What follows belongs to an exercise in optimizing a design on an open flow for small area; a production flow would make more cautious choices. The RTL was checked by simulation tests, not by an equivalence proof against the original design. The clock input has no modelled driver; a real chip could not lean on it and would need a root buffer or a full tree. Power and IR drop assume default switching activity.

## v59
// pwm_softstart
module pwm_softstart (
    input  wire       clk,
    input  wire       rst,
    input  wire       ramp_n,
    input  wire       tc_n,
    input  wire       step_n,
    output wire       motor,
    output wire [4:0] led,
    output wire [1:0] mstate,
    output wire [1:0] pidx_o
);
For scale: ~15 I/O pins, about 0.0020 sq mm of cells after synthesis.
clock: 10.0 ns
lec_check: 0
cap_margin: 0
core_area: 2.5 2.5 60.5 60.5
die_area: 0 0 63 63
slew_margin: 0
standard.sh (not shown) runs the stock make flow with config.mk's settings and CLKGATE_MAP_FILE= SYNTH_SCRIPT=/design/flow/synth_recipe.tcl, a recipe that flattens the netlist after the stock synthesis.
==> flow/flow/run.sh <==
#!/bin/bash
# Layout flow: the standard ORFS flow, with
#  - an area-oriented ABC script in synthesis (flow/abc.script; no adder-cell
#    mapping, no Kogge-Stone carry lookahead). Registers come out as in the
#    standard synthesis: only the combinational mapping differs.
#  - plain buf_1 cells as the port buffers,
#  - one clock buffer (cell in flow/clk_buf) at the centre of the flip-flops
#    instead of TritonCTS's H-tree (flow/cts_hook.tcl).
# make's full output goes to make_flow.log; ORFS's per-step logs to orfs/logs.
set -euo pipefail
W=$(pwd)
F=$W/flow
# synth.tcl with abc run on flow/abc.script instead of the ORFS speed script
sed -e "s#log_cmd abc {\*}\$abc_args#log_cmd abc -script $F/abc.script {*}[lrange \$abc_args 2 end]#" \
    "$FLOW_HOME/scripts/synth.tcl" > "$W/own_synth.tcl"
grep -q "abc -script $F/abc.script" "$W/own_synth.tcl"
sed -e "s#source \$::env(SCRIPTS_DIR)/synth.tcl#source $W/own_synth.tcl#" \
    "$W/synth_recipe.tcl" > "$W/own_synth_recipe.tcl"
grep -q "source $W/own_synth.tcl" "$W/own_synth_recipe.tcl"
export CLK_BUF_FILE="$F/clk_buf"
bash "$W/standard.sh" \
    "SYNTH_SCRIPT=$W/own_synth_recipe.tcl" \
    "ADDER_MAP_FILE=" \
    "SYNTH_OPERATIONS_ARGS=-noshare" \
    "BUFFER_PORTS_ARGS=-buffer_cell sky130_fd_sc_hd__buf_1" \
    "PRE_CTS_TCL=$F/cts_hook.tcl" \
    finish > "$W/make_flow.log" 2>&1
test -f "$W/out/final.def"
==> flow/flow/abc.script <==
strash
&get -n
&fraig -x
&put
scorr
dc2
strash
&get -n
&deepsyn -T 60 -S 7
&put
strash
&get -n
&dch -f
&nf -R 1000
&put
==> flow/flow/clk_buf <==
sky130_fd_sc_hd__clkbuf_16
==> flow/flow/cts_hook.tcl <==
# PRE_CTS hook: the clock net gets one buffer, placed at the centre of the
# flip-flops, in place of TritonCTS's two-level H-tree (which needs five
# buffers for this design's 40 flip-flops). Every flip-flop's clock comes
# from the same buffer, so no register is skewed against another.
set clk_buf_cell [string trim [exec cat $::env(CLK_BUF_FILE)]]
set block [ord::get_db_block]
set dbu [$block getDbUnitsPerMicron]
set sx 0.0
set sy 0.0
set n 0
foreach inst [$block getInsts] {
  if {[[$inst getMaster] isSequential]} {
    set bb [$inst getBBox]
    set sx [expr {$sx + ([$bb xMin] + [$bb xMax]) / 2.0}]
    set sy [expr {$sy + ([$bb yMin] + [$bb yMax]) / 2.0}]
    incr n
  }
}
puts "PRE_CTS hook: $n flip-flops, one $clk_buf_cell on the clock net"
insert_buffer -buffer_cell $clk_buf_cell -net clk \
  -location [list [expr {$sx / $n / $dbu}] [expr {$sy / $n / $dbu}]] \
  -buffer_name clkbuf_root -net_name clknet_root
set clk_net [$block findNet clknet_root]
$clk_net setSigType CLOCK
rename clock_tree_synthesis tritoncts_clock_tree_synthesis
proc clock_tree_synthesis {args} {
  puts "clock_tree_synthesis skipped: the PRE_CTS hook buffered the clock"
}
Status(v59) = ERROR, stage = 4_1_cts
The following lists how v8 was set up differently from v59:
- removing CORE_AREA (formerly 2.5 2.5 60.5 60.5)
- removing DIE_AREA (formerly 0 0 63 63)
- setting CORE_UTILIZATION to 75 for the first time
- setting CORE_MARGIN to 2 for the first time
==> flow/flow/run.sh <==
#!/bin/bash
# Layout flow: the standard ORFS flow, with an area-oriented ABC script in
# synthesis (no adder-cell mapping, no Kogge-Stone carry lookahead), plain
# buf_1 cells as the port buffers and the clock tree arguments in
# flow/cts_args. Registers come out as in the standard synthesis: only the
# combinational mapping differs.
set -euo pipefail
W=$(pwd)
F=$W/flow
# synth.tcl with abc run on flow/abc.script instead of the ORFS speed script
sed -e "s#log_cmd abc {\*}\$abc_args#log_cmd abc -script $F/abc.script {*}[lrange \$abc_args 2 end]#" \
    "$FLOW_HOME/scripts/synth.tcl" > "$W/own_synth.tcl"
grep -q "abc -script $F/abc.script" "$W/own_synth.tcl"
sed -e "s#source \$::env(SCRIPTS_DIR)/synth.tcl#source $W/own_synth.tcl#" \
    "$W/synth_recipe.tcl" > "$W/own_synth_recipe.tcl"
grep -q "source $W/own_synth.tcl" "$W/own_synth_recipe.tcl"
bash "$W/standard.sh" \
    "SYNTH_SCRIPT=$W/own_synth_recipe.tcl" \
    "ADDER_MAP_FILE=" \
    "SYNTH_OPERATIONS_ARGS=-noshare" \
    "BUFFER_PORTS_ARGS=-buffer_cell sky130_fd_sc_hd__buf_1" \
    "CTS_ARGS=$(cat "$F/cts_args")" \
    finish > "$W/make_flow.log" 2>&1
test -f "$W/out/final.def"
-- flow/flow/abc.script --
<<< v59, line 8
&get -n
&deepsyn -T 60 -S 7
&put
>>> v8, line 8
&get -n
&dch -f
&nf -R 1000
&put
==> flow/flow/cts_args (new file) <==
-sink_clustering_enable -repair_clock_nets -buf_list sky130_fd_sc_hd__clkbuf_8 -sink_clustering_size 40 -sink_clustering_max_diameter 300 -dont_use_dummy_load
removed: flow/flow/clk_buf
removed: flow/flow/cts_hook.tcl
- Looking at the logs for v8 and v59, the single run that did not finish was v59.
- v59 never completed, since it errored out during 4_1_cts.
- Proportion of synthesized chip area in sequential cells: v8 vs v59 down 1.3 points
- v59 → v8: average footprint of a synthesized cell rose about 2.5%; placed instance count decreased by 3.9% relative to the old numbers; height of the chip has decreased.
#### Input delta (v41 over v8)
- putting CORE_AREA at 2.5 2.5 60.5 60.5 where nothing was set
- putting DIE_AREA at 0 0 63 63 where nothing was set
- clearing CORE_MARGIN, which used to be 2
- clearing CORE_UTILIZATION, which used to be 75
==> flow/flow/run.sh <==
#!/bin/bash
# Layout flow: the standard ORFS flow, with
#  - an area-oriented ABC script in synthesis (flow/abc.script; no adder-cell
#    mapping, no Kogge-Stone carry lookahead). Registers come out as in the
#    standard synthesis: only the combinational mapping differs.
#  - plain buf_1 cells as the port buffers,
#  - one clock buffer (cell in flow/clk_buf) at the centre of the flip-flops
#    instead of TritonCTS's H-tree (flow/cts_hook.tcl).
# make's full output goes to make_flow.log; ORFS's per-step logs to orfs/logs.
set -euo pipefail
W=$(pwd)
F=$W/flow
# synth.tcl with abc run on flow/abc.script instead of the ORFS speed script
sed -e "s#log_cmd abc {\*}\$abc_args#log_cmd abc -script $F/abc.script {*}[lrange \$abc_args 2 end]#" \
    "$FLOW_HOME/scripts/synth.tcl" > "$W/own_synth.tcl"
grep -q "abc -script $F/abc.script" "$W/own_synth.tcl"
sed -e "s#source \$::env(SCRIPTS_DIR)/synth.tcl#source $W/own_synth.tcl#" \
    "$W/synth_recipe.tcl" > "$W/own_synth_recipe.tcl"
grep -q "source $W/own_synth.tcl" "$W/own_synth_recipe.tcl"
export CLK_BUF_FILE="$F/clk_buf"
bash "$W/standard.sh" \
    "SYNTH_SCRIPT=$W/own_synth_recipe.tcl" \
    "ADDER_MAP_FILE=" \
    "SYNTH_OPERATIONS_ARGS=-noshare" \
    "BUFFER_PORTS_ARGS=-buffer_cell sky130_fd_sc_hd__buf_1" \
    "PRE_CTS_TCL=$F/cts_hook.tcl" \
    finish > "$W/make_flow.log" 2>&1
test -f "$W/out/final.def"
-- flow/flow/abc.script --
<<< v8, line 8
&get -n
&dch -f
&nf -R 1000
&put
>>> v41, line 8
&get -n
&deepsyn -T 60 -S 7
&put
==> flow/flow/clk_buf (new file) <==
sky130_fd_sc_hd__clkbuf_8
==> flow/flow/cts_hook.tcl (new file) <==
# PRE_CTS hook: the clock net gets one buffer, placed at the centre of the
# flip-flops, in place of TritonCTS's two-level H-tree (which needs five
# buffers for this design's 40 flip-flops). Every flip-flop's clock comes
# from the same buffer, so no register is skewed against another.
set clk_buf_cell [string trim [exec cat $::env(CLK_BUF_FILE)]]
set block [ord::get_db_block]
set dbu [$block getDbUnitsPerMicron]
set sx 0.0
set sy 0.0
set n 0
foreach inst [$block getInsts] {
  if {[[$inst getMaster] isSequential]} {
    set bb [$inst getBBox]
    set sx [expr {$sx + ([$bb xMin] + [$bb xMax]) / 2.0}]
    set sy [expr {$sy + ([$bb yMin] + [$bb yMax]) / 2.0}]
    incr n
  }
}
puts "PRE_CTS hook: $n flip-flops, one $clk_buf_cell on the clock net"
insert_buffer -buffer_cell $clk_buf_cell -net clk \
  -location [list [expr {$sx / $n / $dbu}] [expr {$sy / $n / $dbu}]] \
  -buffer_name clkbuf_root -net_name clknet_root
set clk_net [$block findNet clknet_root]
$clk_net setSigType CLOCK
rename clock_tree_synthesis tritoncts_clock_tree_synthesis
proc clock_tree_synthesis {args} {
  puts "clock_tree_synthesis skipped: the PRE_CTS hook buffered the clock"
}
removed: flow/flow/cts_args
Results
- Status: v41 FAILED at 4_1_cts (tool error)
- Fraction of the mapped netlist area in compound gates in v41 is 3.8 points higher than in v8
- Looking at sequential-to-total area share from yosys stat, v41 sits above v8.
- Going from v8 to v41, post-synthesis net count shrinks by 0.78%.
- When v41 is measured against v8, its synthesized cell count turns out 2 lower.
- The higher pre-CTS worst setup slack of v41 and v8 is in v8.
- Looking only at horizontal extent of the die, and setting everything else aside, the lower value of v41 and v8 goes to v8.
- v41 against v8: XOR/XNOR share of the synthesized area lost 11 points, cell area after technology mapping has decreased.

The RTL this note starts from:
==> flow/design.v <==
module pwm_softstart (
    input  wire       clk,
    input  wire       rst,
    input  wire       ramp_n,
    input  wire       tc_n,
    input  wire       step_n,
    output wire       motor,
    output wire [4:0] led,
    output wire [1:0] mstate,
    output wire [1:0] pidx_o
);
    localparam [1:0] MS_OFF = 2'd0, MS_ON = 2'd1, MS_RAMP = 2'd2, MS_PENDQ = 2'd3;
    localparam [2:0] PH_DISPATCH    = 3'd2;
    localparam [2:0] PH_TC          = 3'd5;
    localparam [2:0] PH_TC_SETTLE   = 3'd3;
    localparam [2:0] PH_STEP        = 3'd1;
    localparam [2:0] PH_STEP_SETTLE = 3'd0;
    localparam [2:0] PH_POFF_SETTLE = 3'd7;
    localparam [2:0] PH_RAMP_ON     = 3'd4;
    localparam [2:0] PH_RAMP_OFF    = 3'd6;
    localparam [10:0] T_SETTLE = 11'd1048;    
    localparam [10:0] T_PERIOD = 11'd48;      
    localparam [10:0] T_END    = 11'h7FF;
    localparam [18:0] ACC_INIT = 19'd486655;
    reg [1:0]  ms;
    reg [1:0]  pidx;
    reg        tc_latched, step_latched, ramp_prev;
    reg [2:0]  ph;
    reg [10:0] timer;
    reg [18:0] acc;
    wire        ramping = (ph == PH_RAMP_ON) || (ph == PH_RAMP_OFF);
    wire [10:0] off_t   = acc[18:8];
    assign mstate = ms;
    assign pidx_o = pidx;
    assign motor  = ms[0] | (ph == PH_RAMP_ON);
    assign led    = ms[0] ? 5'b11111 :
                    ramping ? {off_t < 11'd384, off_t < 11'd768, off_t < 11'd1144,
                               off_t < 11'd1528, 1'b1} : 5'b00000;
    wire ramp_edge = ramp_prev & ~ramp_n;
    reg [1:0] ms1;
    always @(*) begin
        ms1 = ms;
        if (ramp_edge) begin
            if (ms == MS_OFF)     ms1 = MS_RAMP;
            else if (ms == MS_ON) ms1 = MS_PENDQ;
        end
    end
    reg [18:0] slope;
    always @(*) begin
        case (pidx)
            2'd0:    slope = 19'd1946;
            2'd1:    slope = 19'd3891;
            2'd2:    slope = 19'd9728;
            default: slope = 19'd19456;
        endcase
    end
    wire        timer_end  = (timer == T_END);
    wire        begin_ramp = (ph == PH_DISPATCH) && (ms1 == MS_RAMP);
    wire        next_per   = (ph == PH_RAMP_OFF) && timer_end;
    wire [18:0] acc_next   = (begin_ramp ? ACC_INIT : acc) - ((begin_ramp | next_per) ? slope : 19'd0);
    wire        ramp_done  = (acc_next[18:11] == 8'd0);
    always @(posedge clk) begin
        timer <= timer + 1'b1;
        acc   <= acc_next;
        if (rst) begin
            ms           <= MS_OFF;
            pidx         <= 2'd0;
            tc_latched   <= 1'b0;
            step_latched <= 1'b0;
            ph           <= PH_DISPATCH;
            ramp_prev    <= 1'b0;
        end else begin
            ramp_prev <= ramp_n;
            ms        <= ms1;
            case (ph)
                PH_DISPATCH: begin
                    if (ms1 == MS_RAMP) begin
                        timer <= T_PERIOD;
                        ph    <= PH_RAMP_ON;
                    end else if (ms1 == MS_PENDQ && ramp_n) begin
                        timer <= T_SETTLE;
                        ph    <= PH_POFF_SETTLE;
                    end else begin
                        ph <= PH_TC;
                    end
                end
                PH_TC: begin
                    tc_latched <= ~tc_n;
                    if (!tc_n && !tc_latched) begin
                        timer <= T_SETTLE;
                        ph    <= PH_TC_SETTLE;
                    end else begin
                        ph <= PH_STEP;
                    end
                end
                PH_TC_SETTLE: begin
                    if (timer_end) begin
                        pidx <= pidx + 2'd1;
                        ph   <= PH_STEP;
                    end
                end
                PH_STEP: begin
                    step_latched <= ~step_n;
                    if (!step_n && !step_latched) begin
                        timer <= T_SETTLE;
                        ph    <= PH_STEP_SETTLE;
                    end else begin
                        ph <= PH_DISPATCH;
                    end
                end
                PH_STEP_SETTLE: begin
                    if (timer_end) begin
                        if (ms1 == MS_OFF)     ms <= MS_ON;
                        else if (ms1 == MS_ON) ms <= MS_OFF;
                        ph <= PH_DISPATCH;
                    end
                end
                PH_POFF_SETTLE: begin
                    if (timer_end) begin
                        ms <= MS_OFF;
                        ph <= PH_TC;
                    end
                end
                PH_RAMP_ON: begin
                    if (timer == ~off_t)
                        ph <= PH_RAMP_OFF;
                end
                default: begin  
                    if (timer_end) begin
                        if (ramp_done) begin
                            ms <= MS_ON;
                            ph <= PH_TC;
                        end else begin
                            timer <= T_PERIOD;
                            ph    <= PH_RAMP_ON;
                        end
                    end
                end
            endcase
        end
    end
endmodule
==> flow/config.mk <==
export PLATFORM = sky130hd
export DESIGN_NAME = pwm_softstart
export DESIGN_NICKNAME = pwm_softstart
export VERILOG_FILES = /design/flow/design.v
export SDC_FILE = /design/flow/constraint.sdc
export NUM_CORES = 4
export LEC_CHECK = 0
export CAP_MARGIN = 0
export CORE_AREA = 2.5 2.5 60.5 60.5
export DIE_AREA = 0 0 63 63
export PLACE_DENSITY = 0.85
export SLEW_MARGIN = 0
==> flow/constraint.sdc <==
create_clock -name core_clock -period 10.0 [get_ports {clk}]
set_input_delay 2.0000 -clock core_clock [delete_from_list [all_inputs] [get_ports {clk}]]
set_output_delay 2.0000 -clock core_clock [all_outputs]
set_load 0.01 [all_outputs]
==> flow/flow/run.sh <==
#!/bin/bash
# Layout flow: the standard ORFS flow, with
#  - area-oriented technology mapping in synthesis: ABC runs flow/abc.script
#    (deepsyn then area-recovering mapping) once per seed in ABC_SEEDS and
#    the smallest mapping is kept (flow/abc_multi.tcl); no adder-cell
#    mapping and no Kogge-Stone carry lookahead. Registers come out as in
#    the standard synthesis: only the combinational mapping differs.
#  - plain buf_1 cells as the port buffers,
#  - two clock buffers driven by the clock port, each at the centre of a
#    cluster of flip-flops, instead of TritonCTS's H-tree (flow/cts_hook.tcl,
#    buffer count and cell in flow/clk_buf).
# make's full output goes to make_flow.log; ORFS's per-step logs to orfs/logs.
set -euo pipefail
W=$(pwd)
F=$W/flow
# synth.tcl with its abc call replaced by flow/abc_multi.tcl
sed -e "s#log_cmd abc {\*}\$abc_args#source $F/abc_multi.tcl#" \
    "$FLOW_HOME/scripts/synth.tcl" > "$W/own_synth.tcl"
grep -q "source $F/abc_multi.tcl" "$W/own_synth.tcl"
sed -e "s#source \$::env(SCRIPTS_DIR)/synth.tcl#source $W/own_synth.tcl#" \
    "$W/synth_recipe.tcl" > "$W/own_synth_recipe.tcl"
grep -q "source $W/own_synth.tcl" "$W/own_synth_recipe.tcl"
export OWN_FLOW_DIR="$F" OWN_WORK_DIR="$W" ABC_SEEDS="1 2 3 4 5 6 7 8 9 10 11 12 13 14 15 16"
export CLK_BUF_FILE="$F/clk_buf"
bash "$W/standard.sh" \
    "SYNTH_SCRIPT=$W/own_synth_recipe.tcl" \
    "ADDER_MAP_FILE=" \
    "SYNTH_OPERATIONS_ARGS=-noshare" \
    "BUFFER_PORTS_ARGS=-buffer_cell sky130_fd_sc_hd__buf_1" \
    "PRE_CTS_TCL=$F/cts_hook.tcl" \
    finish > "$W/make_flow.log" 2>&1
test -f "$W/out/final.def"
Other scripts of this flow, unchanged in this note and not shown: flow/flow/abc.script, flow/flow/abc_multi.tcl, flow/flow/clk_buf, flow/flow/cts_hook.tcl
==> next run, changes <==
--- a/flow/flow/run.sh
+++ b/flow/flow/run.sh
@@ -21,5 +21,5 @@
     "$W/synth_recipe.tcl" > "$W/own_synth_recipe.tcl"
 grep -q "source $W/own_synth.tcl" "$W/own_synth_recipe.tcl"
-export OWN_FLOW_DIR="$F" OWN_WORK_DIR="$W" ABC_SEEDS="1 2 3 4 5 6 7 8 9 10 11 12 13 14 15 16"
+export OWN_FLOW_DIR="$F" OWN_WORK_DIR="$W" ABC_SEEDS="1 2 3 4 5 6 7 8"
 export CLK_BUF_FILE="$F/clk_buf"
 bash "$W/standard.sh" \
Settings changed: PLACE_DENSITY 0.85 to not set.
Result: The new run finished clean. Via count went down by 5.1%. Routed wire length falls by 3.5%. Total power falls by 0.90%. Die area is unchanged. Core utilization does not change. Worst setup slack got worse by 0.011 ns. Area after synthesis is unchanged. Design area does not change.
==> next run, changes <==
Settings changed: PLACE_DENSITY set to 0.85.
Via count increases by 5.3%.
Utilization is unchanged.
Clock power is about the same.
Cell count is unchanged.
No run of this note takes its clock network from TritonCTS; it comes from the design's own scripts or RTL.

==> port drivers added, routing unchanged <==
No port has a modelled driver above. Below, the same layouts with a new extraction and two added sets of constraints. Step 1 sets driving cells, clkbuf_16 on the clock port and buf_2 on the other inputs (assumed; they add their load-dependent delay and slew). Step 2, shift: input delay + t, output delay - t, t = (earliest + latest rising clock arrival at the registers) / 2. This alone moves slack from input paths to output paths. Three values: ideal, step 1, step 2; two values: the first two.
run	t, ns	slack for setup (ns)	worst slew at a driven data input, ns	pins driven straight from the clock port
v8	0.312	1.712 / 1.712 / 1.459	0.03	1
the first run of note 2	0.206	2.490 / 2.505 / 2.299	0.03	2
the second run of note 2	0.207	2.479 / 2.495 / 2.289	0.03	2
the third run of note 2	0.206	2.490 / 2.505 / 2.299	0.03	2
After both steps every run listed still meets setup and hold. For v8, which loses most, drivers alone change the setup slack by 0.000 ns; drivers and shift together by -0.253 ns.
